Context: an optimization exercise on an open-source flow, tuned for small area and few clock cycles. The choices shown serve that exercise and are no tape-out recipe.
At most, simulation tests tie the RTL to the original design; equivalence was not proved.
Only the layout flow was run in runs 6 to 8; the RTL was not checked for function there.
No driver is modelled on the clock port, so clock power and skew are understated where the tree is cut down; a real chip needs a root buffer or a tree.
Power figures rest on the tool's default switching activity, not on a simulated workload.

<file path="flow/config.mk">
export PLATFORM = sky130hd
export DESIGN_NAME = tacws
export DESIGN_NICKNAME = tacws
export VERILOG_FILES = /design/flow/design.v
export SDC_FILE = /design/flow/constraint.sdc
export NUM_CORES = 4
export LEC_CHECK = 0
export CAP_MARGIN = 20
export CORE_MARGIN = 2
export CORE_UTILIZATION = 40
export CTS_BUF_LIST = sky130_fd_sc_hd__clkbuf_8
export SLEW_MARGIN = 20
</file>
<file path="flow/constraint.sdc">
create_clock -name core_clock -period 6.0 [get_ports {clk}]
set_input_delay 1.2000 -clock core_clock [delete_from_list [all_inputs] [get_ports {clk}]]
set_output_delay 1.2000 -clock core_clock [all_outputs]
set_load 0.01 [all_outputs]
</file>
<file path="flow/design.v">
module tacws (
    input  wire        clk,
    input  wire        rst,           
    input  wire        cmd_valid,
    output wire        cmd_ready,
    input  wire [47:0] cmd_word,
    output wire        rsp_valid,
    output wire [1:0]  rsp_status,
    output wire [15:0] rsp_data,
    output wire        bus_valid,
    output wire        bus_we,
    output wire [2:0]  bus_addr,
    output wire [15:0] bus_wdata,
    input  wire        bus_ready,
    input  wire [15:0] bus_rdata
);
    reg        busy;
    reg [3:0]  k;         
    reg        line;      
    reg        s;         
    reg        p;         
    reg        ie;        
    reg [1:0]  ch;        
    reg [2:0]  om;        
    reg [1:0]  lm;        
    reg [15:0] tmp;       
    reg [15:0] dat;       
    wire [3:0] n_op = cmd_word[47:44];
    wire       n_p  = cmd_word[43];
    wire [1:0] n_ch = cmd_word[42:41];
    wire o_apply  = (n_op == 4'h1);
    wire o_chan   = (n_op == 4'h2);
    wire o_pwm    = (n_op == 4'h3);
    wire o_startm = (n_op == 4'h5);
    wire o_stop   = (n_op == 4'h6);
    wire o_getcnt = (n_op == 4'h7);
    wire o_rstcnt = (n_op == 4'h8);
    wire o_setper = (n_op == 4'h9);
    wire o_setdut = (n_op == 4'hA);
    wire o_getcc  = (n_op == 4'hB);
    wire n_illegal = (n_op == 4'h0) || (n_op >= 4'hC);
    wire n_nocfg   = (o_apply || o_chan || o_pwm) && !n_p;
    wire n_badch   = (o_chan || o_pwm || o_setdut || o_getcc) && (n_ch == 2'd3);
    wire [1:0] n_status = n_illegal ? 2'd3 : n_nocfg ? 2'd1 : n_badch ? 2'd2 : 2'd0;
    wire n_none    = n_illegal || n_nocfg || (n_badch && !o_pwm);
    wire n_line = o_chan || o_setdut || o_getcc;
    wire [3:0] n_k = (o_getcnt || o_getcc)           ? 4'd11 :
                     (o_setper || o_setdut || o_pwm) ? 4'd10 :
                     o_rstcnt                        ? 4'd2  : 4'd0;
    wire n_ie = o_apply ? cmd_word[36] : o_chan ? cmd_word[37] : o_stop;
    wire k10  = k[3] & k[1] & ~k[0];
    wire k11  = k[3] & k[1] & k[0];
    wire ld   = ~bus_we;
    wire last = k11 | (k10 & ~p) | (~line & s & ~k[3] & ~k[1] & k[0]);
    wire ch_ok = (ch != 2'd3);
    wire t0 = ~line & (k == 4'd0);
    wire t2 = ~line & (k == 4'd2);
    wire t4 = ~line & (k == 4'd4);
    wire t6 = ~line & (k == 4'd6);
    wire t8 = ~line & (k == 4'd8);
    wire c0 =  line & (k == 4'd0);
    wire c2 =  line & (k == 4'd2);
    wire c4 =  line & (k == 4'd4);
    wire c6 =  line & (k == 4'd6);
    wire c8 =  line & (k == 4'd8);
    wire [1:0] mv = lm & {2{s & ~ie}};
    reg [15:0] u;
    always @(*) begin
        u = bus_rdata;
        if (t4 | c8)  u[0] = 1'b0;
        if (t8)       u[1] = ie;
        if (c8)       u[1] = 1'b0;
        if (t2)       u[2] = 1'b1;
        if (t0)       u[5:4] = mv;
        if (t6)       u[5:4] = lm;
        if (c6)       u[4] = ie;
        if (c4)       u[5] = om[0];
        if (t6 | c4)  u[7:6] = om[2:1];
        if (t6)       u[9:8] = ch;
        if (c0)       u[8] = 1'b0;
        if (c2)       u[15:10] = 6'b0;
    end
    assign cmd_ready  = ~busy;
    assign rsp_valid  = ~busy & ~k[3];
    assign rsp_status = k[1:0];
    assign rsp_data   = tmp & {16{k[2]}};
    assign bus_valid  = busy;
    assign bus_we     = k[0] ^ (k[3] & k[1]);
    assign bus_addr   = {line ? ch + 2'd1 : {1'b0, k10}, k[3] & k[1]};
    assign bus_wdata  = k[0] ? tmp : dat;
    wire accept = ~busy & cmd_valid;
    wire step   = busy & bus_ready;
    always @(posedge clk) begin
        if (accept) begin
            line <= n_line;
            s    <= ~o_apply;
            p    <= o_pwm;
            ie   <= n_ie;
            ch   <= n_ch;
            om   <= cmd_word[40:38];
            dat  <= cmd_word[31:16];
            tmp  <= cmd_word[15:0];
        end else if (step) begin
            if (ld)
                tmp <= u;
            if (k10 & p) begin
                dat  <= tmp;
                line <= ~line & ch_ok;
            end
        end
    end
    always @(posedge clk) begin
        if (rst) begin
            busy <= 1'b0;
            k[3] <= 1'b1;
            lm   <= 2'd0;
        end else if (accept) begin
            if (n_none) begin
                k <= {2'b00, n_status};
            end else begin
                busy <= 1'b1;
                k    <= n_k;
            end
            if ((o_apply && n_p) || o_startm)
                lm <= cmd_word[38:37];
            if (o_pwm && n_p)
                lm <= 2'd1;
        end else if (step) begin
            if (last) begin
                busy <= 1'b0;
                k    <= {1'b0, k11, p & ~ch_ok, 1'b0};
            end else if (k10 & p) begin
                k <= 4'd0;
            end else begin
                k <= k + 4'd1;
            end
        end
    end
endmodule
</file>
<file path="flow/flow/run.sh">
#!/bin/bash
# ORFS layout through the standard.sh, with two changes:
#  - the ABC mapping script leaves out ABC's buffering and upsizing (the
#    design has timing slack to spare), so the mapping is smaller;
#  - the port buffers are plain buf_1 cells.
set -u
W=$(pwd)
rm -rf "$W/scripts_copy"
cp -r "$FLOW_HOME/scripts" "$W/scripts_copy"
cp "$W/flow/abc_map.script" "$W/scripts_copy/abc_speed.script"
export BUFFER_PORTS_ARGS="-buffer_cell sky130_fd_sc_hd__buf_1"
bash standard.sh "SCRIPTS_DIR=$W/scripts_copy" \
  "BUFFER_PORTS_ARGS=-buffer_cell sky130_fd_sc_hd__buf_1" finish > standard_flow.log 2>&1
</file>
<file path="flow/flow/abc_map.script">
&get -n
&st
&dch
&nf -R 1000
&st
&syn2
&if -g -K 6
&synch2
&nf -R 1000
&st
&syn2
&if -g -K 6
&synch2
&nf -R 1000
&st
&syn2
&if -g -K 6
&synch2
&nf -R 1000
&st
&syn2
&if -g -K 6
&synch2
&nf -R 1000
&st
&syn2
&if -g -K 6
&synch2
&nf -R 1000
&put
topo
stime -c
dnsize -c
</file>
<file path="flow/standard.sh">
#!/bin/bash
# synth_recipe.tcl (not shown) runs the flow's synth.tcl, then flattens the netlist and writes it again
# the make line also repeats each setting of config.mk as NAME=value (left out here)
make -C /OpenROAD-flow-scripts/flow DESIGN_CONFIG=/design/flow/config.mk WORK_HOME=/design/flow/orfs CLKGATE_MAP_FILE= SYNTH_SCRIPT=/design/flow/synth_recipe.tcl "${@:-finish}"
</file>
==> results.sh, run 1 <==
export IMPL_status="finished clean"
export IMPL_path_max_fanout=23
export IMPL_cp_slowest_cell="edfxtp_1"
export IMPL_cts_clk_slew_worst_paths_ps=80
export IMPL_post_drt_wl_per_cell_um=14.3
export IMPL_fill_cells=661
export IMPL_finalCritPeriodShare_pct=59.9
export IMPL_detail_route_first_pass_iterations=4
export IMPL_num_nets_final=468
export IMPL_die_h_um=86.7
export IMPL_fin_setup_tns_ps=0
export IMPL_vdd_drop_max_uv=72.0
export IMPL_drv_slew=0
export IMPL_rows=30
export IMPL_dieArea_mm2=0.00752
export IMPL_worst_r2r_path_depth=4
export IMPL_slew_headroom_pct=30.1
export IMPL_final_cell_mix="buf_1, nand2_1, edfxtp_1"
export IMPL_tightest_slew_ps=1050
export IMPL_num_vias=2422
export IMPL_fmax_mhz=278
export IMPL_port_buffers=104
export IMPL_cp_required_ps=4800
export IMPL_path_class="register to output port"
export IMPL_core_area_mm2=0.00672
export IMPL_dp_hpwl_um=4770
export IMPL_min_path_type="register to register"
export IMPL_ys_warn_count=1
export IMPL_path_delay_family="flip-flops"
export IMPL_syn_cell_area_mm2=0.00274
export IMPL_worst_path_largest_cell_delay_ps=1050
export IMPL_drt_wl_total_um=6800
export IMPL_synth_top_area_share_pct=48.3
export IMPL_route_detailed_drc=0
export IMPL_syn_to_final_growth_pct=21.3
export IMPL_crit_buf_inv=2
export IMPL_ys_types=33
export IMPL_root_buffer="clkbuf_8"
export IMPL_register_area_mm2=0.00140
export IMPL_detailed_place_area_mm2=0.00323
export IMPL_hold_viol=0
export IMPL_syn_mean_instance_area_um2=9.66
export IMPL_diodes=0
export IMPL_clock_skew_ps=6.22
export IMPL_dieWidth_um=86.7
export IMPL_grt_overflow=0
export IMPL_cts_htree_levels=2
export IMPL_numCtsBuffers=5
export IMPL_antenna_found_initial=0
export IMPL_clock_sinks=48
export IMPL_multiInputGateArea_mm2=0.00130
export IMPL_cts_resized_gates=0
export IMPL_leakage_nw=1.18
export IMPL_rsz0062_at_grt="no"
export IMPL_cp_cell_sequence="clkinv_1, ha_1, nor2_1, a21oi_1, buf_1"
export IMPL_ys_ff_latch=48
export IMPL_rrSetupSlack_ps=3010
export IMPL_cp_num_cells=5
export IMPL_synth_nets=357
export IMPL_layout_commonest_cell="buf_1"
export IMPL_setup_viol=0
export IMPL_arrival_ps=2390
export IMPL_synthCells=283
export IMPL_cts_tree="done"
export IMPL_stdcell_area_mm2=0.00332
export IMPL_powerDensity_mw_per_mm2=242
export IMPL_hold_buffers=0
export IMPL_yosysSeqAreaShare_pct=51.2
export IMPL_gp_congestion=0.767
export IMPL_period_minus_slack_ps=3590
export IMPL_initial_core_util_pct=40.7
export IMPL_yosys_top_cells_area="edfxtp_1, nand2_1, mux2_1, and2_0, a21oi_1"
export IMPL_clk_latency_ps=300
export IMPL_pin_count=109
export IMPL_yosysTopAreaCell="edfxtp_1"
export IMPL_grt_pass1_vias=2170
export IMPL_cp_start_kind="register"
export IMPL_clock_path_buffers=2
export IMPL_viasPerCell=5.10
export IMPL_grt_usage_pct=18.1
export IMPL_post_cts_setup_buffers=0
export IMPL_cap_violations=0
export IMPL_drive_gt1_share_pct=2.53
export IMPL_crit_path_end_kind="output port"
export IMPL_ant_nets=0
export IMPL_grt_pass1_wl_um=10500
export IMPL_grt_max_degree=33
export IMPL_drtIter0Drc=81
export IMPL_hold_depth=2
## flip-flops by register name, indices dropped and copies added (netlist names)
name	flops
busy	1
ch	2
dat	16
ie	1
k	4
line	1
lm	2
om	3
p	1
s	1
tmp	16
## path summary, 6_finish.rpt
path              start          end
setup / recovery   k[0]  bus_addr[1]
hold / removal     busy         busy
setup reg to reg   k[0]       tmp[4]
hold reg to reg    busy         busy
## final cells by class
type	count	share of cell area (%)
clock buffer	5	2.07
clock inverter	3	0.453
inverter	8	0.905
multi-input combinational	225	39.1
sequential	48	42.2
tap	80	3.02
timing repair buffer	106	12.2
## power breakdown
part,switching [mW],internal [mW],total (mW)
Clock,0.109,0.0793,0.188
Combinational,0.107,0.0696,0.177
Sequential,0.0280,0.409,0.437
## per-layer routing
layer  global-route usage, %  part of all wire, %
met4                    4.26                  1.0
met5                       0                    0
met3                    3.71                  5.7
met2                    29.7                   46
met1                    24.6                   47
## synthesized netlist by cell type
library cell and number:
or3_1 1, o211ai_1 2, a311oi_1 1, ha_1 6
buf_4 2, nand2b_1 3, or3b_1 1, nor3b_1 1
clkinv_1 8, edfxtp_1 44, dfxtp_1 4, o41ai_1 1
o22ai_1 1, nand4b_1 1, o21a_1 1, a31oi_1 7
or4b_1 1, nand4_1 1, nor2b_1 5, or4_1 1
a211oi_1 1, o21ai_0 16, nand3b_1 1, nand2_1 79
and2_0 19, nor2_1 19, mux2i_1 4, a21oi_1 19
nor3_1 4, xor2_1 2, nand3_1 4, mux2_1 17
a22o_1 6
## tightest hold or removal path: stages, from the launching register on
cell and delay (ps):
dfxtp_1 350, nand2_1 70, a21oi_1 60
## metrics by stage
step                      hold slack, ps  utilization (%)  setup WS, ps  std cells  power [mW]
after floorplan                      476                -          2190        283       0.549
after global placement               502             48.1          2250        467       0.621
after detailed placement             512             48.1          2240        467       0.624
after CTS                            523             49.4          2380        475       0.814
after global routing                 566             49.4          2240        475       0.850
final                                517             49.4          2410        475       0.802
## kinds of logic (layout without fill, tap and decap cells)
group | Yosys count | in the layout | share of synthesized area, %
XOR/XNOR | 2 | 2 | 0.641
buffers and inverters | 10 | 122 | 1.65
adder cells (fa/ha/maj) | 6 | 6 | 2.74
AND/OR/NAND/NOR | 141 | 141 | 23.4
multiplexers | 21 | 21 | 8.46
AO/OA/AOI/OAI | 55 | 55 | 11.9
flip-flops | 48 | 48 | 51.2
Testbench counts, summed over its fixed seeds: cycles 22,002.
==> inputs of run 2 (changes only) <==
==> flow/run.sh (new file) <==
#!/bin/bash
# synth_recipe.tcl (not shown) runs the flow's synth.tcl, then flattens the netlist and writes it again
# the make line also repeats each setting of config.mk as NAME=value (left out here)
make -C /OpenROAD-flow-scripts/flow DESIGN_CONFIG=/design/flow/config.mk WORK_HOME=/design/flow/orfs CLKGATE_MAP_FILE= SYNTH_SCRIPT=/design/flow/synth_recipe.tcl finish
--- a/flow/config.mk
+++ b/flow/config.mk
@@ -10,3 +10,2 @@
 export CORE_UTILIZATION = 40
-export CTS_BUF_LIST = sky130_fd_sc_hd__clkbuf_8
 export SLEW_MARGIN = 20
removed: flow/flow/run.sh
removed: flow/flow/abc_map.script
removed: flow/standard.sh
==> results.sh, run 2 <==
export IMPL_status="finished clean"
export IMPL_rows=30
export IMPL_grt_busiest_layer="met2"
export IMPL_synth_edf_count=44
export IMPL_p_sw_mw=0.254
export IMPL_synth_nets=365
export IMPL_clock_sinks=48
export IMPL_ant_nets=0
export IMPL_syn_to_final_growth_pct=40.9
export IMPL_path_class="register to output port"
export IMPL_finalPower_mw=0.901
export IMPL_drtIter0Drc=112
export IMPL_post_drt_wl_per_cell_um=15.5
export IMPL_clock_path_buffers=2
export IMPL_cts_tree="done"
export IMPL_cts_resized_gates=0
export IMPL_diodes=0
export IMPL_final_cell_mix="clkdlybuf4s50_1, nand2_1, edfxtp_1"
export IMPL_vdd_drop_max_uv=106
export IMPL_powerDensity_mw_per_mm2=224
export IMPL_finalCritPeriodShare_pct=65.1
export IMPL_drt_wl_total_um=7490
export IMPL_hold_viol=0
export IMPL_seqPwrFrac_pct=49.5
export IMPL_gp_congestion=0.790
export IMPL_dieWidth_um=88.4
export IMPL_async_flop_share_pct=0
export IMPL_hold_depth=2
export IMPL_drive_gt1_share_pct=7.25
export IMPL_leakage_nw=1.49
export IMPL_yosysTopAreaCell="edfxtp_1"
export IMPL_num_vias=2408
export IMPL_stdcell_area_mm2=0.00402
export IMPL_cp_start_kind="register"
export IMPL_route_detailed_drc=0
export IMPL_critPathLaunch="k[0]"
export IMPL_clk_latency_ps=300
export IMPL_dieArea_mm2=0.00782
export IMPL_layout_commonest_cell="clkdlybuf4s50_1"
export IMPL_reg_largest_list="dat: 16 flops, tmp: 16 flops, k: 4 flops"
export IMPL_ys_warn_count=1
export IMPL_grt_pass1_vias=2177
export IMPL_clock_skew_ps=2.48
export IMPL_numCtsBuffers=5
export IMPL_p_comb_share_pct=29.9
export IMPL_arrival_ps=2700
export IMPL_post_cts_setup_buffers=0
export IMPL_grt_max_degree=34
export IMPL_worst_r2r_path_depth=4
export IMPL_fin_setup_tns_ps=0
export IMPL_cap_violations=0
export IMPL_r2r_end="tmp[12]"
export IMPL_intPower_mw=0.647
export IMPL_detail_route_first_pass_iterations=4
export IMPL_met2_usage_pct=32.3
export IMPL_pin_count=109
export IMPL_ys_ff_latch=48
export IMPL_die_h_um=88.4
export IMPL_fmax_mhz=256
export IMPL_grt_pass1_wl_um=11300
export IMPL_hold_buffers=0
export IMPL_syn_cell_area_mm2=0.00285
export IMPL_ys_types=39
export IMPL_num_nets_final=459
export IMPL_grt_use_met3_pct=3.82
export IMPL_synth_flop_cell="edfxtp_1"
export IMPL_initial_core_util_pct=41.7
export IMPL_setup_viol=0
export IMPL_clkPwrFrac_pct=20.7
export IMPL_hp_start="lm[1]"
export IMPL_antenna_found_initial=0
export IMPL_cts_htree_levels=2
export IMPL_grt_usage_pct=19.2
export IMPL_period_minus_slack_ps=3900
export IMPL_syn_mean_instance_area_um2=9.80
export IMPL_synth_top_area_share_pct=46.3
export IMPL_regToRegStartpoint="k[0]"
export IMPL_port_buffers=104
export IMPL_grt_overflow=0
export IMPL_yosysSeqAreaShare_pct=49.1
export IMPL_synth_most_common_cell="nand2_1"
export IMPL_yosys_top_cells_area="edfxtp_1, nand2_1, mux2_2, and2_1, dfxtp_1"
export IMPL_grtUsageMet1_pct=25.3
export IMPL_instances_no_fill=482
export IMPL_cts_clk_slew_worst_paths_ps=80
export IMPL_path_max_fanout=23
export IMPL_rsz0062_at_grt="no"
export IMPL_viasPerCell=5.00
export IMPL_fin_util_pct=58.8
export IMPL_slew_headroom_pct=28.7
export IMPL_core_area_mm2=0.00683
export IMPL_crit_path_end_kind="output port"
export IMPL_tightest_slew_ps=1070
export IMPL_min_path_type="register to register"
export IMPL_dp_hpwl_um=5350
export IMPL_synthCells=291
export IMPL_switching_share_pct=28.1
export IMPL_root_buffer="clkbuf_8"
export IMPL_place_inst=474
export IMPL_detailed_place_area_mm2=0.00394
export IMPL_drv_slew=0
export IMPL_cp_required_ps=4800
export IMPL_yosys_top_cells_count="nand2_1, edfxtp_1, and2_1"
export IMPL_rrSetupSlack_ps=3190
export IMPL_min_to="lm[1]"
==> run 2: cell count changes in the layout (fill, tap and decap cells not counted), moves of 8 or more <==
cell | previous run | this run
buf_1 | 104 | 0
clkdlybuf4s50_1 | 0 | 104
and2_1 | 0 | 20
and2_0 | 19 | 0
mux2_1 | 17 | 0
mux2_2 | 0 | 17
nand2_1 | 79 | 63
clkinv_1 | 9 | 1
==> run 2: worst max path at each step <==
stage | end | slack [ps] | cells after the start
global route | bus_addr[1] | 1920 | 5
detailed placement | bus_addr[1] | 2400 | 5
floorplan | dat[0] | 3010 | 2
global placement | bus_addr[1] | 2440 | 5
CTS | bus_addr[1] | 2050 | 5
finish | bus_addr[1] | 2100 | 5
==> run 2: area by class of cell <==
class,instances,area (µm²)
well taps,96,120
flip-flops and latches,48,1400
repair buffers,105,1050
inverters,8,30.0
clock inverters,1,3.75
fillers,652,2810
multi-input cells,217,1340
clock buffers,7,76.3
==> run 2: power groups by stage <==
| stage | combinational (mW) | clock, mW | sequential, mW |
|---|---|---|---|
| 2_1_floorplan | 0.147 | 0 | 0.434 |
| 3_3_place_gp | 0.270 | 0 | 0.452 |
| 3_5_place_dp | 0.272 | 0 | 0.454 |
| 4_1_cts | 0.273 | 0.194 | 0.446 |
| 5_1_grt | 0.294 | 0.209 | 0.450 |
| 6_report | 0.269 | 0.186 | 0.446 |
==> run 2: cells by family after synthesis <==
| kind of cell | synth area share (%) |
|---|---|
| and+or+nand+nor | 22.1 |
| xor gates and xnor gates | 0.614 |
| buffers and inverters | 4.21 |
| DFF | 49.1 |
| muxes | 8.47 |
| AOI/OAI and AO/OA | 12.9 |
| adders and majority gates | 2.63 |
==> run 2: critical path: stages (launching register included) <==
cell and delay (ps):
edfxtp_1 1060, inv_1 230, ha_1 360, nor2_1 170
a21oi_1 70, clkdlybuf4s50_1 510
==> run 2: layer usage <==
layer	vias up	part of all wire (%)
li1	1215	-
met1	1115	44
met2	71	49
met3	7	5.4
met4	0	1.1
met5	-	0
==> run 2: metrics by stage <==
stage	worst slack, ps	hold slack (ps)
global placement	2440	488
floorplan	3010	448
CTS	2050	507
detailed placement	2400	491
global route	1920	525
finish	2100	509
==> inputs of run 3 (changes only) <==
--- a/flow/design.v
+++ b/flow/design.v
@@ -25,4 +25,4 @@
     reg [1:0]  lm;        
-    reg [15:0] tmp;       
-    reg [15:0] dat;       
+    reg [15:0] a;         
+    reg [15:0] b;         
     wire [3:0] n_op = cmd_word[47:44];
@@ -50,2 +50,3 @@
     wire n_ie = o_apply ? cmd_word[36] : o_chan ? cmd_word[37] : o_stop;
+    wire k9   = k[3] & ~k[1] & k[0];
     wire k10  = k[3] & k[1] & ~k[0];
@@ -85,3 +86,3 @@
     assign rsp_status = k[1:0];
-    assign rsp_data   = tmp & {16{k[2]}};
+    assign rsp_data   = a;
     assign bus_valid  = busy;
@@ -89,3 +90,3 @@
     assign bus_addr   = {line ? ch + 2'd1 : {1'b0, k10}, k[3] & k[1]};
-    assign bus_wdata  = k[0] ? tmp : dat;
+    assign bus_wdata  = a;
     wire accept = ~busy & cmd_valid;
@@ -100,11 +101,13 @@
             om   <= cmd_word[40:38];
-            dat  <= cmd_word[31:16];
-            tmp  <= cmd_word[15:0];
+            b    <= o_pwm ? cmd_word[15:0] : cmd_word[31:16];
+            a    <= n_none ? 16'h0000 : cmd_word[31:16];
         end else if (step) begin
             if (ld)
-                tmp <= u;
-            if (k10 & p) begin
-                dat  <= tmp;
+                a <= u;
+            else if (k9)
+                a <= b;
+            else if (last)
+                a <= 16'h0000;
+            if (k10 & p)
                 line <= ~line & ch_ok;
-            end
         end
@@ -130,3 +133,3 @@
                 busy <= 1'b0;
-                k    <= {1'b0, k11, p & ~ch_ok, 1'b0};
+                k    <= {2'b00, p & ~ch_ok, 1'b0};
             end else if (k10 & p) begin
==> flow/flow/run.sh (new file) <==
#!/bin/bash
# Standard ORFS layout, with plain buf_1 cells as the port buffers.
set -u
export BUFFER_PORTS_ARGS="-buffer_cell sky130_fd_sc_hd__buf_1"
bash standard.sh "BUFFER_PORTS_ARGS=-buffer_cell sky130_fd_sc_hd__buf_1" finish > standard_flow.log 2>&1
==> flow/standard.sh (new file) <==
#!/bin/bash
# synth_recipe.tcl (not shown) runs the flow's synth.tcl, then flattens the netlist and writes it again
# the make line also repeats each setting of config.mk as NAME=value (left out here)
make -C /OpenROAD-flow-scripts/flow DESIGN_CONFIG=/design/flow/config.mk WORK_HOME=/design/flow/orfs CLKGATE_MAP_FILE= SYNTH_SCRIPT=/design/flow/synth_recipe.tcl "${@:-finish}"
--- a/flow/config.mk
+++ b/flow/config.mk
@@ -10,2 +10,3 @@
 export CORE_UTILIZATION = 40
+export CTS_BUF_LIST = sky130_fd_sc_hd__clkbuf_8
 export SLEW_MARGIN = 20
removed: flow/run.sh
==> results.sh, run 3 <==
export IMPL_root_buffer="clkbuf_8"
export IMPL_ys_warn_count=1
export IMPL_ys_ff_latch=48
export IMPL_die_h_um=89.0
export IMPL_layout_commonest_cell="buf_1"
export IMPL_hp_start="lm[1]"
export IMPL_cp_cell_sequence="inv_1, nor2_1, ha_1, inv_1, buf_1"
export IMPL_fin_setup_tns_ps=0
export IMPL_critical_path_most_common_cell="inv_1"
export IMPL_multiInputGateArea_mm2=0.00122
export IMPL_drive_gt1_share_pct=12.1
export IMPL_antenna_found_initial=0
export IMPL_min_to="lm[1]"
export IMPL_syn_mean_instance_area_um2=10.9
export IMPL_yosysSeqAreaShare_pct=48.5
export IMPL_clock_path_buffers=2
export IMPL_hold_buffers=0
export IMPL_r2r_end="a[2]"
export IMPL_synth_nets=339
export IMPL_dieArea_mm2=0.00792
export IMPL_gp_congestion=0.833
export IMPL_async_flop_share_pct=0
export IMPL_arrival_ps=2040
export IMPL_drt_wl_total_um=6750
export IMPL_dr_wl_met2_um=3330
export IMPL_drtIter0Drc=132
export IMPL_clock_sinks=48
export IMPL_post_drt_wl_per_cell_um=15.3
export IMPL_synth_edf_count=44
export IMPL_hold_ws_ps=467
export IMPL_yosysTopAreaCell="edfxtp_1"
export IMPL_path_delay_family="buffers and inverters"
export IMPL_path_class="register to output port"
export IMPL_leakage_nw=1.09
export IMPL_ant_nets=0
export IMPL_yosys_top_cells_area="edfxtp_1, mux2_2, buf_4, o21ai_0, a21oi_1"
export IMPL_register_area_mm2=0.00140
export IMPL_num_nets_final=420
export IMPL_worst_r2r_path_depth=5
export IMPL_grt_pass1_vias=2153
export IMPL_fmax_mhz=308
export IMPL_syn_to_final_growth_pct=13.1
export IMPL_clock_skew_ps=4.32
export IMPL_slew_headroom_pct=31.8
export IMPL_path_max_fanout=11
export IMPL_cts_clk_slew_worst_paths_ps=80
export IMPL_vdd_drop_max_uv=94.5
export IMPL_route_detailed_drc=0
export IMPL_core_area_mm2=0.00691
export IMPL_cap_violations=0
export IMPL_wl_met3_um=311
export IMPL_reg_largest_list="a: 16 flops, b: 16 flops, k: 4 flops"
export IMPL_cp_required_ps=4800
export IMPL_hold_viol=0
export IMPL_powerDensity_mw_per_mm2=250
export IMPL_synth_most_common_cell="edfxtp_1"
export IMPL_top_layer="met4"
export IMPL_final_cell_mix="buf_1, edfxtp_1, nand2_1, o21ai_0, mux2_2"
export IMPL_status="finished clean"
export IMPL_num_vias=2290
export IMPL_numCtsBuffers=5
export IMPL_crit_buf_inv=3
export IMPL_synth_flop_cell="edfxtp_1"
export IMPL_cts_tree="done"
export IMPL_cts_htree_levels=2
export IMPL_fill_cells=679
export IMPL_period_minus_slack_ps=3240
export IMPL_grt_overflow=0
export IMPL_crit_path_end_kind="output port"
export IMPL_grt_max_degree=51
export IMPL_fin_util_pct=47.4
export IMPL_pre_cts_ws_ps=2520
export IMPL_pin_count=109
export IMPL_finalCritPeriodShare_pct=54.1
export IMPL_diodes=0
export IMPL_detail_route_first_pass_iterations=4
export IMPL_grt_usage_pct=17.0
export IMPL_rsz0062_at_grt="no"
export IMPL_grt_pass1_wl_um=10300
export IMPL_regToRegStartpoint="k[3]"
export IMPL_synthCells=265
export IMPL_worst_path_largest_cell_delay_ps=550
export IMPL_setup_viol=0
export IMPL_min_path_type="register to register"
export IMPL_rows=30
export IMPL_rrSetupSlack_ps=3320
export IMPL_viasPerCell=5.18
export IMPL_syn_cell_area_mm2=0.00289
export IMPL_cp_start_kind="register"
export IMPL_port_buffers=104
export IMPL_cts_resized_gates=0
export IMPL_dieWidth_um=89.0
export IMPL_cp_slowest_cell="dfxtp_1"
export IMPL_post_cts_setup_buffers=0
export IMPL_wl_met1_um=3070
export IMPL_clk_latency_ps=290
export IMPL_initial_core_util_pct=41.9
export IMPL_ys_types=55
export IMPL_fin_ws_ps=2760
export IMPL_tightest_slew_ps=1020
export IMPL_synth_top_area_share_pct=45.7
export IMPL_dp_hpwl_um=4940
export IMPL_drv_slew=0
export IMPL_yosys_top_cells_count="edfxtp_1, buf_4, nand2_1, o21ai_0, mux2_2"
export IMPL_hold_depth=2
## run 3: routing by layer
metal,track usage [%],up-vias
met3,3.23,2
li1,-,1132
met2,28.9,76
met4,4.48,0
met5,0,-
met1,22.5,1080
## run 3: cells by family after synthesis
family | Yosys count | share of synthesized area [%]
simple gates | 70 | 14.1
buf+inv | 45 | 9.52
xor+xnor | 3 | 0.909
mux | 23 | 8.74
flops | 48 | 48.5
compound gates | 70 | 15.7
fa+ha+maj | 6 | 2.60
## run 3: metrics by stage
stage	cell area (µm²)	power, mW	cells
6_report	3270	0.819	442
5_1_grt	3270	0.866	442
4_1_cts	3270	0.826	442
3_5_place_dp	3190	0.652	435
3_3_place_gp	3190	0.648	435
2_1_floorplan	2890	0.600	265
## run 3: power by group
| group | switching, mW | internal [mW] | total, mW |
|---|---|---|---|
| Clock | 0.0993 | 0.0777 | 0.177 |
| Sequential | 0.0221 | 0.413 | 0.435 |
| Combinational | 0.133 | 0.0745 | 0.207 |
| Total | 0.254 | 0.565 | 0.819 |
## run 3: how the worst max path moves through the flow
stage               startpoint      to  slack (ps)  cells after the start
finish                    k[3]  bus_we        2760                      5
detailed placement   cmd_valid   a[13]        2520                      5
global placement     cmd_valid   a[11]        2530                      5
CTS                       k[3]  bus_we        2730                      5
global route              k[3]  bus_we        2590                      5
floorplan            cmd_valid    a[0]        3250                      4
## run 3: cell type report
type | instances | area share, %
Multi-Input combinational cell | 172 | 37.4
Clock inverter | 2 | 0.268
Inverter | 15 | 1.80
Timing Repair Buffer | 104 | 11.9
Tap cell | 96 | 3.67
Sequential cell | 48 | 42.8
Clock buffer | 5 | 2.10
## run 3: worst reg2reg max path: stages (launching register included)
cell     delay (ps)
dfxtp_1         550
inv_1           150
nor2_1          210
ha_1            340
inv_1           230
a41oi_2         820
Testbench counts of run 3, summed over its fixed seeds: cycles 22,002.
==> inputs of run 4 (changes only) <==
==> flow/flow/run.sh (replaced) <==
#!/bin/bash
# ORFS layout through the standard.sh, with these changes:
#  - the ABC mapping script leaves out ABC's buffering and upsizing (the
#    design has timing slack to spare), so the mapping is smaller;
#  - the port buffers are plain buf_1 cells;
#  - clock tree synthesis inserts no dummy loads.
set -u
W=$(pwd)
rm -rf "$W/scripts_copy"
cp -r "$FLOW_HOME/scripts" "$W/scripts_copy"
cp "$W/flow/abc_map.script" "$W/scripts_copy/abc_speed.script"
CTS="-sink_clustering_enable -repair_clock_nets -dont_use_dummy_load -buf_list sky130_fd_sc_hd__clkbuf_8"
export BUFFER_PORTS_ARGS="-buffer_cell sky130_fd_sc_hd__buf_1"
export CTS_ARGS="$CTS"
bash standard.sh "SCRIPTS_DIR=$W/scripts_copy" "CTS_ARGS=$CTS" \
  "BUFFER_PORTS_ARGS=-buffer_cell sky130_fd_sc_hd__buf_1" finish > standard_flow.log 2>&1
==> flow/flow/abc_map.script (new file) <==
&get -n
&st
&dch
&nf -R 1000
&st
&syn2
&if -g -K 6
&synch2
&nf -R 1000
&st
&syn2
&if -g -K 6
&synch2
&nf -R 1000
&st
&syn2
&if -g -K 6
&synch2
&nf -R 1000
&st
&syn2
&if -g -K 6
&synch2
&nf -R 1000
&st
&syn2
&if -g -K 6
&synch2
&nf -R 1000
&put
topo
stime -c
dnsize -c
--- a/flow/config.mk
+++ b/flow/config.mk
@@ -10,3 +10,2 @@
 export CORE_UTILIZATION = 40
-export CTS_BUF_LIST = sky130_fd_sc_hd__clkbuf_8
 export SLEW_MARGIN = 20
==> results.sh, run 4 <==
export IMPL_num_vias=2256
export IMPL_hp_start="lm[1]"
export IMPL_numCtsBuffers=5
export IMPL_stdcell_area_mm2=0.00316
export IMPL_cts_tree="done"
export IMPL_clock_skew_ps=12.8
export IMPL_worst_r2r_path_depth=4
export IMPL_fin_setup_tns_ps=0
export IMPL_tightest_slew_ps=1060
export IMPL_vdd_drop_max_uv=137
export IMPL_core_area_mm2=0.00642
export IMPL_finalPower_mw=0.808
export IMPL_cts_htree_levels=2
export IMPL_cp_start_kind="register"
export IMPL_hold_depth=2
export IMPL_post_cts_setup_buffers=0
export IMPL_fmax_mhz=300
export IMPL_fin_util_pct=49.2
export IMPL_diodes=0
export IMPL_clock_sinks=48
export IMPL_clk_latency_ps=300
export IMPL_ys_warn_count=1
export IMPL_drive_gt1_share_pct=3.19
export IMPL_yosys_top_cells_area="edfxtp_1, mux2_1, buf_4, o21ai_0, nand2_1"
export IMPL_synth_top_area_share_pct=49.0
export IMPL_crit_path_end_kind="output port"
export IMPL_yosys_top_cells_count="edfxtp_1, nand2_1, nor2_1"
export IMPL_cts_clk_slew_worst_paths_ps=70
export IMPL_drv_slew=0
export IMPL_port_buffers=104
export IMPL_grt_overflow=0
export IMPL_final_cell_mix="buf_1, edfxtp_1, nand2_1"
export IMPL_critPathLaunch="k[1]"
export IMPL_status="finished clean"
export IMPL_regToRegStartpoint="k[1]"
export IMPL_hold_ws_ps=487
export IMPL_arrival_ps=2130
export IMPL_min_path_type="register to register"
export IMPL_synth_edf_count=44
export IMPL_num_nets_final=421
export IMPL_powerDensity_mw_per_mm2=256
export IMPL_min_to="lm[1]"
export IMPL_gp_congestion=0.762
export IMPL_cap_violations=0
export IMPL_route_detailed_drc=0
export IMPL_drt_wl_total_um=6710
export IMPL_pin_count=109
export IMPL_dieArea_mm2=0.00741
export IMPL_dieWidth_um=86.1
export IMPL_synth_nets=325
export IMPL_async_flop_share_pct=0
export IMPL_syn_to_final_growth_pct=17.3
export IMPL_synth_most_common_cell="edfxtp_1"
export IMPL_slew_headroom_pct=29.3
export IMPL_cp_required_ps=4800
export IMPL_yosysSeqAreaShare_pct=52.0
export IMPL_syn_mean_instance_area_um2=10.7
export IMPL_ys_types=37
export IMPL_die_h_um=86.1
export IMPL_viasPerCell=5.35
export IMPL_post_drt_wl_per_cell_um=15.9
export IMPL_detailed_place_area_mm2=0.00309
export IMPL_hold_viol=0
export IMPL_finalCritPeriodShare_pct=55.5
export IMPL_dp_hpwl_um=4760
export IMPL_syn_cell_area_mm2=0.00269
export IMPL_rows=29
export IMPL_setup_viol=0
export IMPL_path_class="register to output port"
export IMPL_grt_max_degree=48
export IMPL_grt_pass1_wl_um=10200
export IMPL_yosysTopAreaCell="edfxtp_1"
export IMPL_clock_path_buffers=2
export IMPL_cts_resized_gates=0
export IMPL_antenna_found_initial=0
export IMPL_root_buffer="clkbuf_8"
export IMPL_drtIter0Drc=112
export IMPL_detail_route_first_pass_iterations=4
export IMPL_hold_buffers=0
export IMPL_ys_ff_latch=48
export IMPL_path_max_fanout=10
export IMPL_ant_nets=0
export IMPL_grt_usage_pct=18.0
export IMPL_synthCells=251
export IMPL_reg_largest_list="a: 16 flops, b: 16 flops, k: 4 flops"
export IMPL_initial_core_util_pct=41.9
export IMPL_rsz0062_at_grt="no"
export IMPL_rrSetupSlack_ps=3110
export IMPL_layout_commonest_cell="buf_1"
export IMPL_period_minus_slack_ps=3330
export IMPL_r2r_end="a[10]"
export IMPL_synth_flop_cell="edfxtp_1"
export IMPL_leakage_nw=1.03
export IMPL_grt_pass1_vias=2046
## run 4: changes by cell type in the layout (fill, tap and decap cells not counted), moves of 3 or more
cell and delta:
mux2_1 +19, mux2_2 -18, inv_1 -13, clkinv_1 +8
nand2_1 +5, nand2b_1 +4, nand3_1 +4, nor2_1 +4
buf_4 +3
## run 4: per-stage QoR
| stage | std cells | worst slack [ps] |
|---|---|---|
| 4_1_cts | 422 | 2650 |
| 5_1_grt | 422 | 2520 |
| 6_report | 422 | 2670 |
| 3_5_place_dp | 417 | 2560 |
| 2_1_floorplan | 251 | 2470 |
| 3_3_place_gp | 417 | 2650 |
## run 4: critical path, cell delays in order (launching register included)
cell,delay (ps)
edfxtp_1,500
and2_0,260
ha_1,540
clkinv_1,330
buf_1,210
## run 4: final cells by class
cell class / count / area (µm²)
flip-flops and latches: 48 / 1400
repair buffers: 107 / 413
well taps: 77 / 96.3
clock buffers: 5 / 68.8
fillers: 648 / 3260
multi-input cells: 177 / 1150
inverters: 8 / 30.0
## run 4: logic make-up (layout without fill, tap and decap cells)
logic type                 Yosys count  count (layout)  share of synthesized area, %
xor gates and xnor gates             3               3                         0.976
buffers and inverters               26             120                          6.13
adders and majority gates            6               6                          2.79
DFF                                 48              48                          52.0
AOI/OAI and AO/OA                   63              63                          14.7
muxes                               22              22                          9.06
and+or+nand+nor                     83              83                          14.4
## run 4: worst max path at each step
stage	to	slack (ps)	cells past startpoint
6_report	bus_we	2670	4
5_1_grt	bus_we	2520	4
4_1_cts	bus_we	2650	4
3_5_place_dp	a[11]	2560	7
3_3_place_gp	a[10]	2650	7
2_1_floorplan	a[0]	2470	4
## run 4: metal layers
layer / part of all wire, % / up-vias / track usage [%]
li1: - / 1116 / -
met1: 46 / 1051 / 24.8
met2: 47 / 81 / 28.6
met3: 5.8 / 8 / 3.27
met4: 1.3 / 0 / 5.63
met5: 0 / - / 0
## run 4: power breakdown
group          leakage [nW]  switching (mW)  total, mW  internal (mW)
Sequential            0.459          0.0222      0.435          0.413
Clock                0.0359           0.100      0.176         0.0754
Combinational         0.535           0.128      0.198         0.0700
==> inputs of run 5 (changes only) <==
--- a/flow/flow/run.sh
+++ b/flow/flow/run.sh
@@ -11,3 +11,3 @@
 cp "$W/flow/abc_map.script" "$W/scripts_copy/abc_speed.script"
-CTS="-sink_clustering_enable -repair_clock_nets -dont_use_dummy_load -buf_list sky130_fd_sc_hd__clkbuf_8"
+CTS="-sink_clustering_enable -repair_clock_nets -dont_use_dummy_load -buf_list sky130_fd_sc_hd__clkbuf_16 -sink_clustering_size 50 -sink_clustering_max_diameter 500"
 export BUFFER_PORTS_ARGS="-buffer_cell sky130_fd_sc_hd__buf_1"
==> results.sh, run 5 <==
export IMPL_status="finished clean"
export IMPL_dp_hpwl_um=4760
export IMPL_hold_buffers=0
export IMPL_arrival_ps=2100
export IMPL_cp_cell_sequence="and2_0, ha_1, clkinv_1, buf_1"
export IMPL_reg_largest_list="a: 16 flops, b: 16 flops, k: 4 flops"
export IMPL_port_buffers=104
export IMPL_setup_viol=0
export IMPL_yosysTopAreaCell="edfxtp_1"
export IMPL_drive_gt1_share_pct=3.19
export IMPL_synth_nets=325
export IMPL_grt_overflow=0
export IMPL_period_minus_slack_ps=3300
export IMPL_drv_slew=0
export IMPL_post_drt_wl_per_cell_um=15.7
export IMPL_grt_pass1_wl_um=10200
export IMPL_cp_start_kind="register"
export IMPL_synth_top_area_share_pct=49.0
export IMPL_syn_to_final_growth_pct=19.4
export IMPL_die_h_um=86.1
export IMPL_slew_headroom_pct=29.3
export IMPL_cts_htree_levels=2
export IMPL_tightest_slew_ps=1060
export IMPL_cts_tree="done"
export IMPL_rows=29
export IMPL_post_cts_setup_buffers=0
export IMPL_syn_mean_instance_area_um2=10.7
export IMPL_cap_violations=0
export IMPL_rsz0062_at_grt="no"
export IMPL_yosysSeqAreaShare_pct=52.0
export IMPL_pin_count=109
export IMPL_cts_clk_slew_worst_paths_ps=50
export IMPL_clock_path_buffers=2
export IMPL_initial_core_util_pct=41.9
export IMPL_path_delay_family="adder cells"
export IMPL_async_flop_share_pct=0
export IMPL_route_detailed_drc=0
export IMPL_yosys_top_cells_count="edfxtp_1, nand2_1, nor2_1"
export IMPL_path_max_fanout=10
export IMPL_fin_util_pct=50.1
export IMPL_cp_slowest_cell="ha_1"
export IMPL_stdcell_area_mm2=0.00322
export IMPL_drtIter0Drc=165
export IMPL_cp_required_ps=4800
export IMPL_clock_skew_ps=10.3
export IMPL_clk_latency_ps=280
export IMPL_ys_types=37
export IMPL_cts_resized_gates=0
export IMPL_finalCritPeriodShare_pct=55.0
export IMPL_num_vias=2269
export IMPL_path_class="register to output port"
export IMPL_syn_cell_area_mm2=0.00269
export IMPL_clock_sinks=48
export IMPL_hold_viol=0
export IMPL_root_buffer="clkbuf_16"
export IMPL_min_path_type="register to register"
export IMPL_grt_max_degree=48
export IMPL_synth_flop_cell="edfxtp_1"
export IMPL_num_nets_final=421
export IMPL_synth_edf_count=44
export IMPL_yosys_top_cells_area="edfxtp_1, mux2_1, buf_4, o21ai_0, nand2_1"
export IMPL_synth_most_common_cell="edfxtp_1"
export IMPL_fill_cells=643
export IMPL_crit_buf_inv=2
export IMPL_crit_path_end_kind="output port"
export IMPL_ys_warn_count=1
export IMPL_viasPerCell=5.38
export IMPL_numCtsBuffers=5
export IMPL_final_cell_mix="buf_1, edfxtp_1, nand2_1"
export IMPL_synthCells=251
export IMPL_detail_route_first_pass_iterations=4
export IMPL_detailed_place_area_mm2=0.00309
export IMPL_worst_path_largest_cell_delay_ps=540
export IMPL_leakage_nw=1.06
export IMPL_multiInputGateArea_mm2=0.00115
export IMPL_antenna_found_initial=0
export IMPL_core_area_mm2=0.00642
export IMPL_register_area_mm2=0.00140
export IMPL_diodes=0
export IMPL_ys_ff_latch=48
export IMPL_layout_commonest_cell="buf_1"
export IMPL_drt_wl_total_um=6640
export IMPL_grt_usage_pct=17.8
export IMPL_fin_setup_tns_ps=0
export IMPL_powerDensity_mw_per_mm2=276
export IMPL_fmax_mhz=303
export IMPL_dieWidth_um=86.1
export IMPL_gp_congestion=0.762
export IMPL_grt_pass1_vias=2040
export IMPL_vdd_drop_max_uv=141
export IMPL_ant_nets=0
export IMPL_dieArea_mm2=0.00741
==> run 5: cell counts after synthesis <==
Identical to the previous run, type by type.
==> run 5: metal layers <==
metal	global-route usage [%]	up-vias	wire length, µm
met1	25.1	1063	2910
met2	28.5	86	3230
li1	-	1118	-
met5	0	-	0
met3	3.27	2	476
met4	3.90	0	23
==> run 5: final timing paths <==
kind	startpoint	endpoint	slack [ps]	cells after the start
max	k[1]	bus_we	2700	4
min	lm[1]	lm[1]	480	2
max reg2reg	k[1]	a[5]	3120	4
min reg2reg	lm[1]	lm[1]	480	2
==> run 5: kinds of logic (layout without fill, tap and decap cells) <==
logic type | count (synthesis) | after routing | share of synthesized area [%]
compound gates | 63 | 63 | 14.7
xor+xnor | 3 | 3 | 0.976
fa+ha+maj | 6 | 6 | 2.79
buf+inv | 26 | 120 | 6.13
flops | 48 | 48 | 52.0
mux | 22 | 22 | 9.06
simple gates | 83 | 83 | 14.4
==> run 5: report_power, final <==
part | leakage (nW) | switching [mW] | total [mW] | internal, mW
logic | 0.535 | 0.127 | 0.197 | 0.0700
clock network | 0.0616 | 0.107 | 0.254 | 0.147
registers | 0.459 | 0.0221 | 0.436 | 0.413
total | 1.06 | 0.256 | 0.887 | 0.631
==> run 5: area by class of cell <==
class | count | share of cell area, %
inverter | 8 | 0.933
timing repair buffer | 107 | 12.8
tap | 77 | 2.99
clock buffer | 5 | 3.89
multi-input combinational | 177 | 35.8
sequential | 48 | 43.6
==> run 5: worst min-delay path: stages, from the launching register on <==
cell and delay (ps):
dfxtp_1 320, nand2_1 60, a21oi_1 50
==> run 5: stage by stage <==
| stage | hold WS [ps] | cells | setup slack, ps | power [mW] |
|---|---|---|---|---|
| detailed placement | 473 | 417 | 2560 | 0.641 |
| global route | 491 | 422 | 2550 | 0.935 |
| global placement | 460 | 417 | 2650 | 0.637 |
| finish | 484 | 422 | 2700 | 0.887 |
| CTS | 481 | 422 | 2680 | 0.893 |
| floorplan | 422 | 251 | 2470 | 0.579 |
==> inputs of run 6 (changes only) <==
--- a/flow/design.v
+++ b/flow/design.v
@@ -94,3 +94,3 @@
     always @(posedge clk) begin
-        if (accept) begin
+        if (~busy) begin
             line <= n_line;
@@ -102,13 +102,15 @@
             b    <= o_pwm ? cmd_word[15:0] : cmd_word[31:16];
-            a    <= n_none ? 16'h0000 : cmd_word[31:16];
-        end else if (step) begin
-            if (ld)
-                a <= u;
-            else if (k9)
-                a <= b;
-            else if (last)
-                a <= 16'h0000;
-            if (k10 & p)
-                line <= ~line & ch_ok;
+        end else if (step & k10 & p) begin
+            line <= ~line & ch_ok;
         end
+    end
+    always @(posedge clk) begin
+        if (accept)
+            a <= n_none ? 16'h0000 : cmd_word[31:16];
+        else if (busy & ld)
+            a <= u;
+        else if (step & k9)
+            a <= b;
+        else if (step & last)
+            a <= 16'h0000;
     end
--- a/flow/flow/run.sh
+++ b/flow/flow/run.sh
@@ -11,3 +11,3 @@
 cp "$W/flow/abc_map.script" "$W/scripts_copy/abc_speed.script"
-CTS="-sink_clustering_enable -repair_clock_nets -dont_use_dummy_load -buf_list sky130_fd_sc_hd__clkbuf_16 -sink_clustering_size 50 -sink_clustering_max_diameter 500"
+CTS="-sink_clustering_enable -repair_clock_nets -dont_use_dummy_load -buf_list sky130_fd_sc_hd__clkbuf_8"
 export BUFFER_PORTS_ARGS="-buffer_cell sky130_fd_sc_hd__buf_1"
==> results.sh, run 6 <==
export IMPL_ys_types=32
export IMPL_grt_pass1_vias=2114
export IMPL_core_area_mm2=0.00635
export IMPL_critical_path_most_common_cell="nor2b_1"
export IMPL_stdcell_area_mm2=0.00310
export IMPL_rrSetupSlack_ps=3220
export IMPL_cp_start_kind="primary input"
export IMPL_regToRegStartpoint="k[3]"
export IMPL_drtIter0Drc=170
export IMPL_drt_wl_total_um=6540
export IMPL_hold_buffers=0
export IMPL_ant_nets=0
export IMPL_rsz0062_at_grt="no"
export IMPL_pre_cts_ws_ps=2300
export IMPL_path_max_fanout=16
export IMPL_arrival_ps=3400
export IMPL_powerDensity_mw_per_mm2=256
export IMPL_gp_congestion=0.821
export IMPL_yosysSeqAreaShare_pct=53.1
export IMPL_hold_ws_ps=476
export IMPL_crit_buf_inv=2
export IMPL_synth_nets=311
export IMPL_tightest_slew_ps=1010
export IMPL_num_vias=2186
export IMPL_grt_overflow=0
export IMPL_antenna_found_initial=0
export IMPL_viasPerCell=5.37
export IMPL_worst_r2r_path_depth=6
export IMPL_synth_top_area_share_pct=50.1
export IMPL_numCtsBuffers=5
export IMPL_ys_warn_count=1
export IMPL_finalPower_mw=0.793
export IMPL_drive_gt1_share_pct=3.03
export IMPL_yosys_top_cells_count="edfxtp_1, nor2_1, buf_4, nand2_1"
export IMPL_vdd_drop_max_uv=106
export IMPL_hp_start="lm[1]"
export IMPL_synthCells=237
export IMPL_root_buffer="clkbuf_8"
export IMPL_async_flop_share_pct=0
export IMPL_cts_clk_slew_worst_paths_ps=90
export IMPL_syn_mean_instance_area_um2=11.1
export IMPL_ys_ff_latch=48
export IMPL_cp_num_cells=8
export IMPL_layout_commonest_cell="buf_1"
export IMPL_cap_violations=0
export IMPL_cp_required_ps=6060
export IMPL_reg_largest_list="a: 16 flops, b: 16 flops, k: 4 flops"
export IMPL_path_delay_family="simple AND/OR/NAND/NOR gates"
export IMPL_post_cts_setup_buffers=0
export IMPL_hold_viol=0
export IMPL_min_to="lm[1]"
export IMPL_drv_slew=0
export IMPL_path_class="primary input to register"
export IMPL_detail_route_first_pass_iterations=4
export IMPL_synth_edf_count=44
export IMPL_worst_path_largest_cell_delay_ps=510
export IMPL_slew_headroom_pct=32.4
export IMPL_final_cell_mix="buf_1, edfxtp_1, nor2_1"
export IMPL_dp_hpwl_um=4950
export IMPL_seqPwrFrac_pct=55.6
export IMPL_post_drt_wl_per_cell_um=16.1
export IMPL_clkPwrFrac_pct=22.1
export IMPL_leakage_nw=1.04
export IMPL_diodes=0
export IMPL_dieArea_mm2=0.00726
export IMPL_instances_no_fill=407
export IMPL_grt_max_degree=22
export IMPL_clock_skew_ps=18.7
export IMPL_crit_path_end_kind="register"
export IMPL_cp_cell_sequence="buf_1, nor2b_1, nor3b_1, nand3_1, nor2b_1, and2_0, a222oi_1, clkinv_1"
export IMPL_yosysTopAreaCell="edfxtp_1"
export IMPL_place_inst=402
export IMPL_detailed_place_area_mm2=0.00303
export IMPL_fmax_mhz=299
export IMPL_clock_sinks=48
export IMPL_synth_most_common_cell="edfxtp_1"
export IMPL_cts_htree_levels=2
export IMPL_die_h_um=85.2
export IMPL_clock_path_buffers=2
export IMPL_fin_util_pct=48.8
export IMPL_r2r_end="a[0]"
export IMPL_finalCritPeriodShare_pct=55.7
export IMPL_period_minus_slack_ps=3340
export IMPL_synth_flop_cell="edfxtp_1"
export IMPL_grt_usage_pct=18.2
export IMPL_fill_cells=622
export IMPL_syn_to_final_growth_pct=17.4
export IMPL_clk_latency_ps=300
export IMPL_num_nets_final=406
export IMPL_p_sw_mw=0.239
export IMPL_p_comb_share_pct=22.3
export IMPL_min_path_type="register to register"
export IMPL_cts_tree="done"
export IMPL_cp_slowest_cell="and2_0"
export IMPL_hold_depth=2
export IMPL_syn_cell_area_mm2=0.00264
export IMPL_switching_share_pct=30.1
export IMPL_intPower_mw=0.554
export IMPL_status="finished clean"
export IMPL_setup_viol=0
export IMPL_grt_pass1_wl_um=10400
export IMPL_dieWidth_um=85.2
export IMPL_route_detailed_drc=0
export IMPL_rows=29
export IMPL_port_buffers=104
export IMPL_fin_setup_tns_ps=0
export IMPL_initial_core_util_pct=41.6
export IMPL_cts_resized_gates=0
export IMPL_yosys_top_cells_area="edfxtp_1, mux2_1, buf_4, a21oi_1, nor2_1"
export IMPL_fin_ws_ps=2660
export IMPL_pin_count=109
[run 6: cell type report]
class	count	area, µm²	area share (%)
Clock buffer	5	68.8	2.22
Tap cell	77	96.3	3.11
Sequential cell	48	1400	45.2
Timing Repair Buffer	106	405	13.1
Multi-Input combinational cell	154	1060	34.3
Inverter	17	63.8	2.06
[run 6: power by group through the flow]
stage	registers (mW)	clock network [mW]	logic (mW)
4_1_cts	0.442	0.177	0.179
5_1_grt	0.447	0.190	0.197
2_1_floorplan	0.452	0	0.117
6_report	0.441	0.175	0.177
3_5_place_dp	0.449	0	0.178
3_3_place_gp	0.447	0	0.175
[run 6: routing by layer]
metal	global-route usage, %	vias up	wire length (µm)	share of wire, %
met5	0	-	0	0
met4	4.76	0	78	1.2
met3	3.60	8	377	5.8
met2	30.0	83	3120	48
met1	24.7	1021	2960	45
li1	-	1074	-	-
[run 6: logic make-up (layout without fill, tap and decap cells)]
kind of cell | count (synthesis) | count (layout) | synth area share, %
AO/OA/AOI/OAI | 54 | 54 | 14.5
XOR/XNOR | 3 | 3 | 0.996
adder cells (fa/ha/maj) | 6 | 6 | 2.84
buffers and inverters | 35 | 128 | 7.54
flip-flops | 48 | 48 | 53.1
multiplexers | 21 | 21 | 8.72
AND/OR/NAND/NOR | 70 | 70 | 12.3
[run 6: tightest hold or removal path: stages (launching register included)]
cell	delay, ps
dfxtp_1	330
nand2_1	60
a21oi_1	50
[run 6: how the worst max path moves through the flow]
stage / startpoint / to
4_1_cts: cmd_word[47] / a[13]
5_1_grt: cmd_word[47] / a[12]
2_1_floorplan: cmd_word[47] / b[0]
3_3_place_gp: cmd_word[47] / a[14]
6_report: cmd_word[47] / a[13]
3_5_place_dp: cmd_word[47] / a[13]
==> inputs of run 7 (changes only) <==
--- a/flow/config.mk
+++ b/flow/config.mk
@@ -7,5 +7,5 @@
 export LEC_CHECK = 0
-export CAP_MARGIN = 20
+export CAP_MARGIN = 0
 export CORE_MARGIN = 2
 export CORE_UTILIZATION = 40
-export SLEW_MARGIN = 20
+export SLEW_MARGIN = 0
==> results.sh, run 7 <==
export IMPL_drive_gt1_share_pct=3.03
export IMPL_setup_viol=0
export IMPL_drtIter0Drc=180
export IMPL_tightest_slew_ps=1140
export IMPL_clk_latency_ps=300
export IMPL_fmax_mhz=299
export IMPL_syn_mean_instance_area_um2=11.1
export IMPL_synth_top_area_share_pct=50.1
export IMPL_route_detailed_drc=0
export IMPL_worst_path_largest_cell_delay_ps=510
export IMPL_hold_buffers=0
export IMPL_clock_path_buffers=2
export IMPL_rsz0062_at_grt="no"
export IMPL_slew_headroom_pct=23.9
export IMPL_period_minus_slack_ps=3340
export IMPL_detail_route_first_pass_iterations=4
export IMPL_grt_overflow=0
export IMPL_arrival_ps=3390
export IMPL_initial_core_util_pct=41.6
export IMPL_synth_edf_count=44
export IMPL_gp_congestion=0.821
export IMPL_leakage_nw=1.03
export IMPL_ant_nets=0
export IMPL_root_buffer="clkbuf_8"
export IMPL_drv_slew=0
export IMPL_finalCritPeriodShare_pct=55.7
export IMPL_post_drt_wl_per_cell_um=16.0
export IMPL_seqPwrFrac_pct=55.7
export IMPL_yosys_top_cells_count="edfxtp_1, nor2_1, buf_4, nand2_1"
export IMPL_port_buffers=104
export IMPL_instances_no_fill=407
export IMPL_num_nets_final=406
export IMPL_cp_start_kind="primary input"
export IMPL_async_flop_share_pct=0
export IMPL_cp_required_ps=6050
export IMPL_layout_commonest_cell="buf_1"
export IMPL_synth_flop_cell="edfxtp_1"
export IMPL_ys_warn_count=1
export IMPL_reg_largest_list="a: 16 flops, b: 16 flops, k: 4 flops"
export IMPL_min_path_type="register to register"
export IMPL_yosysSeqAreaShare_pct=53.1
export IMPL_yosysTopAreaCell="edfxtp_1"
export IMPL_cts_htree_levels=2
export IMPL_dieWidth_um=85.2
export IMPL_num_vias=2168
export IMPL_cts_tree="done"
export IMPL_cp_cell_sequence="buf_1, nor2b_1, nor3b_1, nand3_1, nor2b_1, and2_0, a222oi_1, clkinv_1"
export IMPL_path_class="primary input to register"
export IMPL_grt_max_degree=22
export IMPL_stdcell_area_mm2=0.00309
export IMPL_drt_wl_total_um=6490
export IMPL_clock_sinks=48
export IMPL_fin_setup_tns_ps=0
export IMPL_core_area_mm2=0.00635
export IMPL_synth_nets=311
export IMPL_switching_share_pct=30.0
export IMPL_detailed_place_area_mm2=0.00302
export IMPL_antenna_found_initial=0
export IMPL_clkPwrFrac_pct=22.1
export IMPL_crit_path_end_kind="register"
export IMPL_viasPerCell=5.33
export IMPL_dp_hpwl_um=4940
export IMPL_p_comb_share_pct=22.2
export IMPL_crit_buf_inv=2
export IMPL_numCtsBuffers=5
export IMPL_grt_pass1_wl_um=10400
export IMPL_yosys_top_cells_area="edfxtp_1, mux2_1, buf_4, a21oi_1, nor2_1"
export IMPL_status="finished clean"
export IMPL_cts_resized_gates=0
export IMPL_intPower_mw=0.554
export IMPL_final_cell_mix="buf_1, edfxtp_1, nor2_1"
export IMPL_path_max_fanout=16
export IMPL_synthCells=237
export IMPL_cap_violations=0
export IMPL_ys_ff_latch=48
export IMPL_powerDensity_mw_per_mm2=256
export IMPL_grt_usage_pct=18.3
export IMPL_post_cts_setup_buffers=0
export IMPL_critical_path_most_common_cell="nor2b_1"
export IMPL_diodes=0
export IMPL_synth_most_common_cell="edfxtp_1"
export IMPL_p_sw_mw=0.237
export IMPL_grt_pass1_vias=2136
export IMPL_hold_viol=0
export IMPL_syn_cell_area_mm2=0.00264
export IMPL_pin_count=109
export IMPL_syn_to_final_growth_pct=17.2
export IMPL_cp_slowest_cell="a222oi_1"
export IMPL_dieArea_mm2=0.00726
export IMPL_ys_types=32
export IMPL_rows=29
export IMPL_place_inst=402
export IMPL_die_h_um=85.2
export IMPL_path_delay_family="simple AND/OR/NAND/NOR gates"
export IMPL_vdd_drop_max_uv=103
export IMPL_clock_skew_ps=18.0
export IMPL_cts_clk_slew_worst_paths_ps=90
-- run 7: cell counts after synthesis --
No cell type changed its count.
-- run 7: kinds of logic (layout without fill, tap and decap cells) --
| group | Yosys count | count (layout) | synth area share, % |
|---|---|---|---|
| simple gates | 70 | 70 | 12.3 |
| flops | 48 | 48 | 53.1 |
| buf+inv | 35 | 128 | 7.54 |
| compound gates | 54 | 54 | 14.5 |
| fa+ha+maj | 6 | 6 | 2.84 |
| xor+xnor | 3 | 3 | 0.996 |
| mux | 21 | 21 | 8.72 |
-- run 7: final timing paths --
check / slack, ps / cells past startpoint / to / startpoint
setup / recovery: 2660 / 8 / a[12] / cmd_word[47]
hold / removal: 480 / 2 / lm[1] / lm[1]
setup reg to reg: 3180 / 5 / a[7] / busy
hold reg to reg: 480 / 2 / lm[1] / lm[1]
-- run 7: area by class of cell --
class                   count  area (µm²)
multi-input cells         154        1060
fillers                   619        3260
clock buffers               5        68.8
repair buffers            106         405
inverters                  17        63.8
flip-flops and latches     48        1400
well taps                  77        96.3
-- run 7: per-layer routing --
metal,vias up,wire (µm),global-route usage [%]
met2,78,3150,29.6
li1,1070,-,-
met1,1018,2950,25.0
met4,0,29,5.05
met5,-,0,0
met3,2,367,3.70
-- run 7: power groups by stage --
stage | Combinational (mW) | Clock, mW | Sequential (mW)
global placement | 0.175 | 0 | 0.447
detailed placement | 0.177 | 0 | 0.449
finish | 0.176 | 0.175 | 0.441
CTS | 0.178 | 0.178 | 0.441
global route | 0.196 | 0.191 | 0.446
floorplan | 0.117 | 0 | 0.452
-- run 7: stage by stage --
| step | setup WS [ps] | utilization [%] | hold slack (ps) | power, mW |
|---|---|---|---|---|
| detailed placement | 2280 | 47.6 | 467 | 0.626 |
| CTS | 2600 | 48.7 | 478 | 0.797 |
| floorplan | 2850 | - | 425 | 0.568 |
| global route | 2470 | 48.7 | 524 | 0.834 |
| finish | 2660 | 48.7 | 477 | 0.791 |
| global placement | 2360 | 47.6 | 461 | 0.623 |
-- run 7: worst reg2reg max path: cells and delay by family (launching register included) --
family | cells | cell delay [ps]
and+or+nand+nor | 1 | 950
buffers and inverters | 2 | 760
DFF | 1 | 600
AOI/OAI and AO/OA | 2 | 370
==> inputs of run 8 (changes only) <==
--- a/flow/flow/run.sh
+++ b/flow/flow/run.sh
@@ -5,3 +5,2 @@
 #  - the port buffers are plain buf_1 cells;
-#  - clock tree synthesis inserts no dummy loads.
 set -u
@@ -14,3 +13,4 @@
 export CTS_ARGS="$CTS"
-bash standard.sh "SCRIPTS_DIR=$W/scripts_copy" "CTS_ARGS=$CTS" \
+export POST_CTS_TCL="$W/flow/post_cts.tcl"
+bash standard.sh "SCRIPTS_DIR=$W/scripts_copy" "CTS_ARGS=$CTS" "POST_CTS_TCL=$W/flow/post_cts.tcl" \
   "BUFFER_PORTS_ARGS=-buffer_cell sky130_fd_sc_hd__buf_1" finish > standard_flow.log 2>&1
==> flow/flow/post_cts.tcl (new file) <==
set block [ord::get_db_block]
set db [ord::get_db]
set clknet [$block findNet clk]
set roots {}
foreach it [$clknet getITerms] {
  set inst [$it getInst]
  if {[string match "sky130_fd_sc_hd__clkbuf*" [[$inst getMaster] getName]]} { lappend roots $inst }
}
if {[llength $roots] == 1} {
  set root [lindex $roots 0]
  set rootnet [[$root findITerm X] getNet]
  set leaves {}
  foreach it [$rootnet getITerms] {
    if {[$it getInst] ne $root} { lappend leaves $it }
  }
  if {[llength $leaves] <= 4} {
    foreach it $leaves {
      $it disconnect
      $it connect $clknet
    }
    odb::dbInst_destroy $root
    odb::dbNet_destroy $rootnet
    foreach it $leaves {
      [$it getInst] swapMaster [$db findMaster sky130_fd_sc_hd__buf_6]
    }
    puts "post_cts: removed the root clock buffer; clk drives [llength $leaves] buf_6 leaves"
  } else {
    puts "post_cts: root drives [llength $leaves] pins; tree kept"
  }
} else {
  puts "post_cts: [llength $roots] buffers on clk; tree kept"
}
--- a/flow/config.mk
+++ b/flow/config.mk
@@ -7,5 +7,5 @@
 export LEC_CHECK = 0
-export CAP_MARGIN = 0
+export CAP_MARGIN = 20
 export CORE_MARGIN = 2
 export CORE_UTILIZATION = 40
-export SLEW_MARGIN = 0
+export SLEW_MARGIN = 20
==> results.sh, run 8 <==
export IMPL_drtIter0Drc=151
export IMPL_hold_viol=0
export IMPL_initial_core_util_pct=41.6
export IMPL_synth_edf_count=44
export IMPL_drive_gt1_share_pct=2.74
export IMPL_syn_to_final_growth_pct=16.5
export IMPL_min_to="lm[1]"
export IMPL_synth_top_area_share_pct=50.1
export IMPL_synth_most_common_cell="edfxtp_1"
export IMPL_pin_count=109
export IMPL_period_minus_slack_ps=3500
export IMPL_yosysSeqAreaShare_pct=53.1
export IMPL_cts_clk_slew_worst_paths_ps=100
export IMPL_yosys_top_cells_count="edfxtp_1, nor2_1, buf_4, nand2_1"
export IMPL_final_cell_mix="buf_1, edfxtp_1, nor2_1"
export IMPL_powerDensity_mw_per_mm2=246
export IMPL_leakage_nw=1.02
export IMPL_grt_usage_pct=17.9
export IMPL_cap_violations=0
export IMPL_drv_slew=0
export IMPL_async_flop_share_pct=0
export IMPL_detail_route_first_pass_iterations=4
export IMPL_crit_path_end_kind="register"
export IMPL_syn_mean_instance_area_um2=11.1
export IMPL_yosys_top_cells_area="edfxtp_1, mux2_1, buf_4, a21oi_1, nor2_1"
export IMPL_core_area_mm2=0.00635
export IMPL_clock_sinks=48
export IMPL_route_detailed_drc=0
export IMPL_arrival_ps=3380
export IMPL_num_nets_final=405
export IMPL_min_path_type="register to register"
export IMPL_dp_hpwl_um=4950
export IMPL_clock_skew_ps=19.3
export IMPL_reg_largest_list="a: 16 flops, b: 16 flops, k: 4 flops"
export IMPL_rrSetupSlack_ps=3210
export IMPL_dieWidth_um=85.2
export IMPL_ys_types=32
export IMPL_grt_pass1_wl_um=10300
export IMPL_rsz0062_at_grt="no"
export IMPL_place_inst=402
export IMPL_grt_max_degree=22
export IMPL_clk_latency_ps=130
export IMPL_r2r_end="a[0]"
export IMPL_drt_wl_total_um=6530
export IMPL_ant_nets=0
export IMPL_diodes=0
export IMPL_port_buffers=104
export IMPL_viasPerCell=5.35
export IMPL_dieArea_mm2=0.00726
export IMPL_synth_nets=311
export IMPL_synthCells=237
export IMPL_status="finished clean"
export IMPL_synth_flop_cell="edfxtp_1"
export IMPL_grt_overflow=0
export IMPL_layout_commonest_cell="buf_1"
export IMPL_path_class="primary input to register"
export IMPL_setup_viol=0
export IMPL_cp_required_ps=5880
export IMPL_path_max_fanout=16
export IMPL_hold_depth=2
export IMPL_ys_ff_latch=48
export IMPL_finalCritPeriodShare_pct=58.4
export IMPL_antenna_found_initial=0
export IMPL_post_drt_wl_per_cell_um=16.1
export IMPL_fin_setup_tns_ps=0
export IMPL_tightest_slew_ps=1020
export IMPL_rows=29
export IMPL_slew_headroom_pct=32.1
export IMPL_worst_r2r_path_depth=6
export IMPL_critPathLaunch="cmd_word[47]"
export IMPL_ys_warn_count=1
export IMPL_hp_start="lm[1]"
export IMPL_grt_pass1_vias=2102
export IMPL_syn_cell_area_mm2=0.00264
export IMPL_fmax_mhz=286
export IMPL_fin_util_pct=48.4
export IMPL_gp_congestion=0.821
export IMPL_regToRegStartpoint="k[3]"
export IMPL_vdd_drop_max_uv=101
export IMPL_yosysTopAreaCell="edfxtp_1"
export IMPL_cp_start_kind="primary input"
export IMPL_die_h_um=85.2
export IMPL_instances_no_fill=406
export IMPL_num_vias=2173
==> run 8: how the worst max path moves through the flow <==
stage	to	slack [ps]	cells past startpoint
floorplan	b[0]	2850	2
global placement	a[14]	2360	8
detailed placement	a[13]	2300	8
global route	a[12]	2320	8
finish	a[13]	2500	8
==> run 8: worst max-delay path, stage by stage <==
cell and delay (ps):
buf_1 250, nor2b_1 140, nor3b_1 290, nand3_1 180
nor2b_1 190, and2_0 510, a222oi_1 510, clkinv_1 110
==> run 8: cells by family after synthesis <==
family	after synthesis	share of synthesized area [%]
xor+xnor	3	0.996
buf+inv	35	7.54
simple gates	70	12.3
fa+ha+maj	6	2.84
mux	21	8.72
flops	48	53.1
compound gates	54	14.5
==> run 8: final cells by class <==
class	instances	area (µm²)
repair buffers	106	405
clock buffers	4	45.0
well taps	77	96.3
inverters	17	63.8
flip-flops and latches	48	1400
multi-input cells	154	1060
fillers	624	3280
==> run 8: per-layer routing <==
metal  GRT usage (%)  part of all wire (%)  vias to the layer above
met1            24.7                    46                     1016
met4            3.90                  0.92                        0
met3            2.72                   5.0                        4
met2            30.0                    48                       81
li1                -                     -                     1072
met5               0                     0                        -
==> run 8: metrics by stage <==
stage	power (mW)	setup WS (ps)	instance area, µm²	hold slack (ps)
2_1_floorplan	0.568	2850	2640	425
3_3_place_gp	0.623	2360	3020	461
3_5_place_dp	0.627	2300	3030	463
5_1_grt	0.791	2320	3070	513
6_report	0.755	2500	3070	477
==> run 8: power breakdown <==
part / switching (mW) / internal, mW
sequential: 0.0270 / 0.415
clock: 0.0832 / 0.0534
combinational: 0.112 / 0.0647

-- separate check: timing with driven ports --
Ports are ideal in the flow. The routed layouts listed here were re-timed in OpenROAD.
Step 1, drivers: a clkbuf_16 drives clk and a buf_2 each remaining input, both assumed.
Step 2 times the ports against the registers' clock, not the clock port: input delays grow and output delays shrink by t, the midpoint of the rising clock arrivals with the driver on.
Slacks: ideal ports / drivers / drivers and shift; pairs: ideal ports / drivers.
run	t (ns)	setup slack, ns
run 1	0.328	2.406 / 2.377 / 2.287
run 2	0.330	2.096 / 2.066 / 2.395
run 3	0.322	2.756 / 2.724 / 2.573
run 4	0.327	2.672 / 2.641 / 2.776
run 5	0.309	2.699 / 2.668 / 2.794
run 6	0.323	2.657 / 2.663 / 2.340
run 7	0.318	2.657 / 2.661 / 2.344
run 8	0.174	2.498 / 2.532 / 2.358
After both steps every run listed still meets setup and hold.
